Background: an optimization exercise with open tools, aiming at small area, a short achievable clock period and few clock cycles. Do not read the settings as production practice. Only simulation tests tie the RTL to the original design; equivalence was not proved.

==> run X <==
==> flow/design.v (excerpt) <==
module kbpe_rx #(
    parameter [10:0] RX_TIMEOUT = 11'd1024,   
    parameter [8:0]  MIN_FRAME_LEN = 9'd10
) (
    input             clk,
    input             rst,           
    input      [15:0] my_addr,
    input             in_valid,
    input      [7:0]  in_data,
    output reg        in_ready,
    output            frm_valid,
    output     [15:0] frm_src,
    output     [15:0] frm_dst,
    output     [7:0]  frm_type,
    output     [7:0]  frm_seq,
    output     [7:0]  frm_len,
    input      [7:0]  pl_addr,
    output reg [7:0]  pl_data,
    input             frm_done,
    output reg        ev_valid,
    output reg [2:0]  ev_code,
    output reg [7:0]  last_seq
);
Settings: LEC_CHECK=0, CAP_MARGIN=20, CORE_MARGIN=2, CORE_UTILIZATION=45, CTS_BUF_LIST=sky130_fd_sc_hd__clkbuf_8, CTS_CLUSTER_SIZE=30, SETUP_SLACK_MARGIN=5, SLEW_MARGIN=20, SYNTH_HIERARCHICAL=1; clock period 10.0 ns.
run.sh (not shown) runs the stock make flow with config.mk's settings and CLKGATE_MAP_FILE= SYNTH_SCRIPT=/design/flow/synth_recipe.tcl, a recipe that flattens the netlist after the stock synthesis.
==> run C: changes against run X <==
--- a/flow/design.v
+++ b/flow/design.v
@@ -12,13 +12,13 @@
     output     [15:0] frm_src,
     output     [15:0] frm_dst,
     output     [7:0]  frm_type,
     output     [7:0]  frm_seq,
     output     [7:0]  frm_len,
     input      [7:0]  pl_addr,
-    output reg [7:0]  pl_data,
+    output     [7:0]  pl_data,
     input             frm_done,
     output reg        ev_valid,
     output reg [2:0]  ev_code,
     output reg [7:0]  last_seq
 );
     localparam [2:0] EV_DELIVERED = 3'd0,
@@ -35,12 +35,13 @@
     reg [2047:0] ring;
     reg  [7:0] ntc;                  
     reg  [7:0] hbn;                  
     reg  [7:0] fq0, fq1, fq2, fq3;   
     reg  [2:0] fcnt;
     reg  [8:0] fslot;                
+    reg  [7:0] wplace;               
     reg  [8:0] wptr;                 
     reg  [8:0] wbase;                
     reg        h_v;
     reg [15:0] h_src, h_dst;
     reg  [7:0] h_type, h_seq, h_len;
     reg  [8:0] h_base;               
@@ -71,20 +72,27 @@
     wire       judge   = s_v && s_last;
     wire       deliver = judge && !rx_short && sum_ok && (d_me || d_all || d_grp);
     wire       abort   = rx_act && !take && !in_valid && (tmr >= RX_TIMEOUT);
     wire       flush   = abort || (judge && !deliver);
     wire       rel     = h_v && frm_done;
     reg        dlv;
-    wire       h_from_p = rel && (p_n != 3'd0);      
-    wire       h_from_r = dlv && (rel ? (p_n == 3'd0) : !h_v);
+    wire       h_from_p_1 = h_v && (p_n != 3'd0);   
+    wire       h_from_r_1 = dlv && h_v && (p_n == 3'd0);
+    wire       h_from_r_0 = dlv && !h_v;
+    wire       h_from_p = rel && h_from_p_1;
+    wire       h_from_r = rel ? h_from_r_1 : h_from_r_0;
     wire [8:0] h_base_nx = rel ? h_base + {1'b0, h_len} : h_v ? h_base : wbase;
     wire [7:0] hbn_rel  = h_base[7:0] + h_len + ntc;
     wire [7:0] hbn_keep = (h_v ? h_base[7:0] : wbase[7:0]) + ntc;
-    wire [2:0] p_wr = p_n - {2'd0, h_from_p};
-    wire       h_v_nx   = h_from_p || h_from_r || (h_v && !rel);
-    wire [2:0] p_n_nx   = p_n + {2'd0, dlv && !h_from_r} - {2'd0, h_from_p};
+    wire [2:0] p_wr_1 = p_n - {2'd0, h_from_p_1};
+    wire       h_v_nx_1 = h_from_p_1 || h_from_r_1;
+    wire       h_v_nx_0 = h_from_r_0 || h_v;
+    wire [2:0] p_n_nx_1 = p_n + {2'd0, dlv && !h_from_r_1} - {2'd0, h_from_p_1};
+    wire [2:0] p_n_nx_0 = p_n + {2'd0, dlv && !h_from_r_0};
+    wire       h_v_nx   = rel ? h_v_nx_1 : h_v_nx_0;
+    wire [2:0] p_n_nx   = rel ? p_n_nx_1 : p_n_nx_0;
     wire       last_nx  = rx_act && (take ? (rem == 9'd2) : (rem == 9'd1 && !abort));
     wire       pay_nx   = rx_act && !abort &&
                           (take ? (hidx >= 3'd6 && rem >= 9'd4) : (hidx == 3'd7 && rem >= 9'd3));
     wire       rfull_nx = h_v_nx && (used[8] || used[7:0] == 8'hFF);
     wire       rdy_nx   = !(last_nx && p_n_nx == NP) && !(pay_nx && rfull_nx);
     function [15:0] dst_of(input [1:0] dc);
@@ -103,12 +111,13 @@
             s_v      <= 1'b0;
             s_last   <= 1'b0;
             dlv      <= 1'b0;
             ntc      <= 8'hFF;
             fcnt     <= 3'd0;
             fslot    <= 9'd0;
+            wplace   <= 8'hFF;
             ev_valid <= 1'b0;
             ev_code  <= 3'd0;
             last_seq <= 8'd0;
             h_v      <= 1'b0;
             p_n      <= 3'd0;
             in_ready <= 1'b1;
@@ -163,16 +172,20 @@
             end
             if (dlv)
                 wbase <= wptr;
             ntc  <= ntc - 8'd1;
             hbn  <= rel ? hbn_rel : hbn_keep;
             fcnt <= flush ? 3'd0 : fcnt + {2'd0, push} - {2'd0, pop};
-            if (flush)
-                fslot <= wbase;
-            else if (pop)
-                fslot <= fslot + 9'd1;
+            if (flush) begin
+                fslot  <= wbase;
+                wplace <= wbase[7:0] + ntc - 8'd1;
+            end else if (pop) begin
+                fslot  <= fslot + 9'd1;
+            end else begin
+                wplace <= wplace - 8'd1;
+            end
             h_base <= h_base_nx;
             h_v      <= h_v_nx;
             p_n      <= p_n_nx;
             in_ready <= rdy_nx;
         end
     end
@@ -214,13 +227,13 @@
             h_len  <= r_len;
         end
     end
     integer i;
     always @(posedge clk)
         for (i = 0; i < NP; i = i + 1)
-            if (dlv && !h_from_r && p_wr == i) begin
+            if (rel ? (dlv && !h_from_r_1 && p_wr_1 == i) : (dlv && !h_from_r_0 && p_n == i)) begin
                 p_src[i]  <= r_src;
                 p_dc[i]   <= r_dc;
                 p_type[i] <= r_type;
                 p_seq[i]  <= r_seq;
                 p_len[i]  <= r_len;
             end else if (h_from_p && i + 1 < NP) begin
@@ -228,13 +241,12 @@
                 p_dc[i]   <= p_dc[i + 1];
                 p_type[i] <= p_type[i + 1];
                 p_seq[i]  <= p_seq[i + 1];
                 p_len[i]  <= p_len[i + 1];
             end
     wire       push   = take && nx_pay;
-    wire [7:0] wplace = fslot[7:0] + ntc;
     wire       pop    = (fcnt != 3'd0) && (wplace[1:0] == 2'd0);
     wire [2:0] fpos   = fcnt - {2'd0, pop};
     always @(posedge clk) begin
         if (pop) begin
             fq0 <= fq1; fq1 <= fq2; fq2 <= fq3;
         end
@@ -261,20 +273,32 @@
                 assign ring_nx[8*p +: 8] = ring[8*((p + 1) % 256) +: 8];
             end
         end
     endgenerate
     always @(posedge clk)
         ring <= ring_nx;
-    wire [7:0]  ra  = hbn + pl_addr;
-    wire [15:0] rlo = 16'd1 << ra[3:0];
-    wire [15:0] rhi = 16'd1 << ra[7:4];
-    wire [257:0] sel;
+    wire [15:0] rlo, rhi_a, rhi_b, rlo_a, rlo_b;
     genvar q, bt;
     generate
+        for (q = 0; q < 16; q = q + 1) begin : g_dec
+            wire [3:0] klo = q[3:0] - hbn[3:0];
+            wire [3:0] kha = q[3:0] - hbn[7:4];
+            wire [3:0] khb = q[3:0] - hbn[7:4] - 4'd1;
+            wire       brw = q[3:0] < hbn[3:0];
+            assign rlo[q]   = (pl_addr[3:0] == klo);
+            assign rhi_a[q] = (pl_addr[7:4] == kha);
+            assign rhi_b[q] = (pl_addr[7:4] == khb);
+            assign rlo_a[q] = rlo[q] & !brw;
+            assign rlo_b[q] = rlo[q] & brw;
+        end
+    endgenerate
+    wire [257:0] sel;
+    reg  [47:0]  pl_part;
+    generate
         for (q = 0; q < 256; q = q + 1) begin : g_sel
-            assign sel[q] = rhi[q / 16] & rlo[q % 16];
+            assign sel[q] = (rhi_a[q / 16] & rlo_a[q % 16]) | (rhi_b[q / 16] & rlo_b[q % 16]);
         end
         assign sel[257:256] = 2'b00;
         for (bt = 0; bt < 8; bt = bt + 1) begin : g_bit
             wire [85:0] t;
             wire [257:0] d;
             for (q = 0; q < 256; q = q + 1) begin : g_d
@@ -291,19 +315,15 @@
             end
             wire [5:0] u2;
             wire [23:0] u1p = {2'b00, u1};
             for (q = 0; q < 6; q = q + 1) begin : g_l2
                 kbpe_rx_nor4 u (.a(u1p[4*q +: 4]), .y(u2[q]));
             end
-            wire [1:0] u3;
-            wire [7:0] u2p = {2'b11, u2};
-            for (q = 0; q < 2; q = q + 1) begin : g_l3
-                kbpe_rx_nand4 u (.a(u2p[4*q +: 4]), .y(u3[q]));
-            end
             always @(posedge clk)
-                pl_data[bt] <= u3[0] | u3[1];
+                pl_part[6*bt +: 6] <= u2;
+            assign pl_data[bt] = ~&pl_part[6*bt +: 6];
         end
     endgenerate
     assign frm_valid = h_v;
     assign frm_src   = h_src;
     assign frm_dst   = h_dst;
     assign frm_type  = h_type;
==> flow/flow/run.sh (new file) <==
#!/bin/bash
set -euo pipefail
bash standard.sh SETUP_SLACK_MARGIN=6.5 finish > standard.log 2>&1
==> flow/standard.sh (new file) <==
#!/bin/bash
# synth_recipe.tcl (not shown) runs the flow's synth.tcl, then flattens the netlist and writes it again
# the make line also repeats each setting of config.mk as NAME=value (left out here)
make -C /OpenROAD-flow-scripts/flow DESIGN_CONFIG=/design/flow/config.mk WORK_HOME=/design/flow/orfs CLKGATE_MAP_FILE= SYNTH_SCRIPT=/design/flow/synth_recipe.tcl "${@:-finish}"
CORE_UTILIZATION = 40   (was 45)
CTS_BUF_LIST = default   (was sky130_fd_sc_hd__clkbuf_8)
CTS_CLUSTER_SIZE = default   (was 30)
removed: flow/run.sh
==> run H: changes against run X <==
--- a/flow/design.v
+++ b/flow/design.v
@@ -12,13 +12,13 @@
     output     [15:0] frm_src,
     output     [15:0] frm_dst,
     output     [7:0]  frm_type,
     output     [7:0]  frm_seq,
     output     [7:0]  frm_len,
     input      [7:0]  pl_addr,
-    output reg [7:0]  pl_data,
+    output     [7:0]  pl_data,
     input             frm_done,
     output reg        ev_valid,
     output reg [2:0]  ev_code,
     output reg [7:0]  last_seq
 );
     localparam [2:0] EV_DELIVERED = 3'd0,
@@ -35,12 +35,13 @@
     reg [2047:0] ring;
     reg  [7:0] ntc;                  
     reg  [7:0] hbn;                  
     reg  [7:0] fq0, fq1, fq2, fq3;   
     reg  [2:0] fcnt;
     reg  [8:0] fslot;                
+    reg  [7:0] wplace;               
     reg  [8:0] wptr;                 
     reg  [8:0] wbase;                
     reg        h_v;
     reg [15:0] h_src, h_dst;
     reg  [7:0] h_type, h_seq, h_len;
     reg  [8:0] h_base;               
@@ -71,20 +72,27 @@
     wire       judge   = s_v && s_last;
     wire       deliver = judge && !rx_short && sum_ok && (d_me || d_all || d_grp);
     wire       abort   = rx_act && !take && !in_valid && (tmr >= RX_TIMEOUT);
     wire       flush   = abort || (judge && !deliver);
     wire       rel     = h_v && frm_done;
     reg        dlv;
-    wire       h_from_p = rel && (p_n != 3'd0);      
-    wire       h_from_r = dlv && (rel ? (p_n == 3'd0) : !h_v);
+    wire       h_from_p_1 = h_v && (p_n != 3'd0);   
+    wire       h_from_r_1 = dlv && h_v && (p_n == 3'd0);
+    wire       h_from_r_0 = dlv && !h_v;
+    wire       h_from_p = rel && h_from_p_1;
+    wire       h_from_r = rel ? h_from_r_1 : h_from_r_0;
     wire [8:0] h_base_nx = rel ? h_base + {1'b0, h_len} : h_v ? h_base : wbase;
     wire [7:0] hbn_rel  = h_base[7:0] + h_len + ntc;
     wire [7:0] hbn_keep = (h_v ? h_base[7:0] : wbase[7:0]) + ntc;
-    wire [2:0] p_wr = p_n - {2'd0, h_from_p};
-    wire       h_v_nx   = h_from_p || h_from_r || (h_v && !rel);
-    wire [2:0] p_n_nx   = p_n + {2'd0, dlv && !h_from_r} - {2'd0, h_from_p};
+    wire [2:0] p_wr_1 = p_n - {2'd0, h_from_p_1};
+    wire       h_v_nx_1 = h_from_p_1 || h_from_r_1;
+    wire       h_v_nx_0 = h_from_r_0 || h_v;
+    wire [2:0] p_n_nx_1 = p_n + {2'd0, dlv && !h_from_r_1} - {2'd0, h_from_p_1};
+    wire [2:0] p_n_nx_0 = p_n + {2'd0, dlv && !h_from_r_0};
+    wire       h_v_nx   = rel ? h_v_nx_1 : h_v_nx_0;
+    wire [2:0] p_n_nx   = rel ? p_n_nx_1 : p_n_nx_0;
     wire       last_nx  = rx_act && (take ? (rem == 9'd2) : (rem == 9'd1 && !abort));
     wire       pay_nx   = rx_act && !abort &&
                           (take ? (hidx >= 3'd6 && rem >= 9'd4) : (hidx == 3'd7 && rem >= 9'd3));
     wire       rfull_nx = h_v_nx && (used[8] || used[7:0] == 8'hFF);
     wire       rdy_nx   = !(last_nx && p_n_nx == NP) && !(pay_nx && rfull_nx);
     function [15:0] dst_of(input [1:0] dc);
@@ -103,12 +111,13 @@
             s_v      <= 1'b0;
             s_last   <= 1'b0;
             dlv      <= 1'b0;
             ntc      <= 8'hFF;
             fcnt     <= 3'd0;
             fslot    <= 9'd0;
+            wplace   <= 8'hFF;
             ev_valid <= 1'b0;
             ev_code  <= 3'd0;
             last_seq <= 8'd0;
             h_v      <= 1'b0;
             p_n      <= 3'd0;
             in_ready <= 1'b1;
@@ -163,16 +172,20 @@
             end
             if (dlv)
                 wbase <= wptr;
             ntc  <= ntc - 8'd1;
             hbn  <= rel ? hbn_rel : hbn_keep;
             fcnt <= flush ? 3'd0 : fcnt + {2'd0, push} - {2'd0, pop};
-            if (flush)
-                fslot <= wbase;
-            else if (pop)
-                fslot <= fslot + 9'd1;
+            if (flush) begin
+                fslot  <= wbase;
+                wplace <= wbase[7:0] + ntc - 8'd1;
+            end else if (pop) begin
+                fslot  <= fslot + 9'd1;
+            end else begin
+                wplace <= wplace - 8'd1;
+            end
             h_base <= h_base_nx;
             h_v      <= h_v_nx;
             p_n      <= p_n_nx;
             in_ready <= rdy_nx;
         end
     end
@@ -214,13 +227,13 @@
             h_len  <= r_len;
         end
     end
     integer i;
     always @(posedge clk)
         for (i = 0; i < NP; i = i + 1)
-            if (dlv && !h_from_r && p_wr == i) begin
+            if (rel ? (dlv && !h_from_r_1 && p_wr_1 == i) : (dlv && !h_from_r_0 && p_n == i)) begin
                 p_src[i]  <= r_src;
                 p_dc[i]   <= r_dc;
                 p_type[i] <= r_type;
                 p_seq[i]  <= r_seq;
                 p_len[i]  <= r_len;
             end else if (h_from_p && i + 1 < NP) begin
@@ -228,13 +241,12 @@
                 p_dc[i]   <= p_dc[i + 1];
                 p_type[i] <= p_type[i + 1];
                 p_seq[i]  <= p_seq[i + 1];
                 p_len[i]  <= p_len[i + 1];
             end
     wire       push   = take && nx_pay;
-    wire [7:0] wplace = fslot[7:0] + ntc;
     wire       pop    = (fcnt != 3'd0) && (wplace[1:0] == 2'd0);
     wire [2:0] fpos   = fcnt - {2'd0, pop};
     always @(posedge clk) begin
         if (pop) begin
             fq0 <= fq1; fq1 <= fq2; fq2 <= fq3;
         end
@@ -261,20 +273,32 @@
                 assign ring_nx[8*p +: 8] = ring[8*((p + 1) % 256) +: 8];
             end
         end
     endgenerate
     always @(posedge clk)
         ring <= ring_nx;
-    wire [7:0]  ra  = hbn + pl_addr;
-    wire [15:0] rlo = 16'd1 << ra[3:0];
-    wire [15:0] rhi = 16'd1 << ra[7:4];
-    wire [257:0] sel;
+    wire [15:0] rlo, rhi_a, rhi_b, rlo_a, rlo_b;
     genvar q, bt;
     generate
+        for (q = 0; q < 16; q = q + 1) begin : g_dec
+            wire [3:0] klo = q[3:0] - hbn[3:0];
+            wire [3:0] kha = q[3:0] - hbn[7:4];
+            wire [3:0] khb = q[3:0] - hbn[7:4] - 4'd1;
+            wire       brw = q[3:0] < hbn[3:0];
+            assign rlo[q]   = (pl_addr[3:0] == klo);
+            assign rhi_a[q] = (pl_addr[7:4] == kha);
+            assign rhi_b[q] = (pl_addr[7:4] == khb);
+            assign rlo_a[q] = rlo[q] & !brw;
+            assign rlo_b[q] = rlo[q] & brw;
+        end
+    endgenerate
+    wire [257:0] sel;
+    reg  [47:0]  pl_part;
+    generate
         for (q = 0; q < 256; q = q + 1) begin : g_sel
-            assign sel[q] = rhi[q / 16] & rlo[q % 16];
+            assign sel[q] = (rhi_a[q / 16] & rlo_a[q % 16]) | (rhi_b[q / 16] & rlo_b[q % 16]);
         end
         assign sel[257:256] = 2'b00;
         for (bt = 0; bt < 8; bt = bt + 1) begin : g_bit
             wire [85:0] t;
             wire [257:0] d;
             for (q = 0; q < 256; q = q + 1) begin : g_d
@@ -291,19 +315,15 @@
             end
             wire [5:0] u2;
             wire [23:0] u1p = {2'b00, u1};
             for (q = 0; q < 6; q = q + 1) begin : g_l2
                 kbpe_rx_nor4 u (.a(u1p[4*q +: 4]), .y(u2[q]));
             end
-            wire [1:0] u3;
-            wire [7:0] u2p = {2'b11, u2};
-            for (q = 0; q < 2; q = q + 1) begin : g_l3
-                kbpe_rx_nand4 u (.a(u2p[4*q +: 4]), .y(u3[q]));
-            end
             always @(posedge clk)
-                pl_data[bt] <= u3[0] | u3[1];
+                pl_part[6*bt +: 6] <= u2;
+            assign pl_data[bt] = ~&pl_part[6*bt +: 6];
         end
     endgenerate
     assign frm_valid = h_v;
     assign frm_src   = h_src;
     assign frm_dst   = h_dst;
     assign frm_type  = h_type;
==> flow/flow/run.sh (new file) <==
#!/bin/bash
set -euo pipefail
bash standard.sh SETUP_SLACK_MARGIN=6.5 finish > standard.log 2>&1
==> flow/standard.sh (new file) <==
#!/bin/bash
# synth_recipe.tcl (not shown) runs the flow's synth.tcl, then flattens the netlist and writes it again
# the make line also repeats each setting of config.mk as NAME=value (left out here)
make -C /OpenROAD-flow-scripts/flow DESIGN_CONFIG=/design/flow/config.mk WORK_HOME=/design/flow/orfs CLKGATE_MAP_FILE= SYNTH_SCRIPT=/design/flow/synth_recipe.tcl "${@:-finish}"
CORE_UTILIZATION = 40   (was 45)
CTS_BUF_LIST = default   (was sky130_fd_sc_hd__clkbuf_8)
CTS_CLUSTER_DIAMETER = 90   (was default)
CTS_CLUSTER_SIZE = 22   (was 30)
removed: flow/run.sh
==> impl_metrics.env <==
export IMPL_worstSetupPathDepth=15
export IMPL_antenna_found_initial=15
export IMPL_fin_crit_sh_pct=52.1
export IMPL_seq_power_mw=9.95
export IMPL_relSlewSlack_pct=15.5
export IMPL_r2r_start="fslot[0]$_SDFFE_PP0P_"
export IMPL_status="no timing/DRC/antenna violations"
# the run above: run X

==> impl_metrics.env <==
export IMPL_status="no timing/DRC/antenna violations"
export IMPL_relSlewSlack_pct=22.9
export IMPL_r2r_start="hbn[2]$_DFFE_PN_"
export IMPL_worstSetupPathDepth=11
export IMPL_fin_crit_sh_pct=39.0
export IMPL_seq_power_mw=10.1
# the run above: run C

==> impl_metrics.env <==
export IMPL_status="no timing/DRC/antenna violations"
export IMPL_relSlewSlack_pct=22.5
export IMPL_worstSetupPathDepth=13
export IMPL_seq_power_mw=10.1
export IMPL_antenna_found_initial=13
export IMPL_r2r_start="hbn[2]$_DFFE_PN_"
# the run above: run H

Testbench counts of run X, summed over its fixed seeds: cycles 14,224.
Testbench counts of run C, summed over its fixed seeds: cycles 14,224.
Testbench counts of run H, summed over its fixed seeds: cycles 14,224.

re-timing with driven ports:
In the flow no input, the clock included, has a driving cell. The finished layouts below were timed again as built, in two steps. Step 1 sets driving cells, clkbuf_16 on the clock port and buf_2 on the other inputs (assumed; they add their load-dependent delay and slew). Step 2 times the ports against the registers' clock, not the clock port: input delays grow and output delays shrink by t, the midpoint of the rising clock arrivals with the driver on. Slacks: ideal / step 1 / step 2; pairs: ideal / step 1.
| run | t, ns | setup slack, ns | hold WS [ns] | clock arrival spread, ns | worst register clock-pin slew, ns |
|---|---|---|---|---|---|
| run X | 1.068 | 4.790 / 4.818 / 3.750 | 0.284 / 0.284 / 0.284 | 0.138 / 0.138 | 0.07 / 0.07 |
| run C | 0.957 | 6.097 / 6.048 / 5.132 | 0.295 / 0.295 / 0.295 | 0.080 / 0.080 | 0.08 / 0.08 |
| run H | 0.913 | 6.074 / 6.079 / 5.205 | 0.335 / 0.335 / 0.335 | 0.043 / 0.043 | 0.10 / 0.10 |
After both steps setup and hold are still met in every run listed. For run X, which loses most, drivers alone change the setup slack by +0.028 ns; drivers and shift together by -1.040 ns.
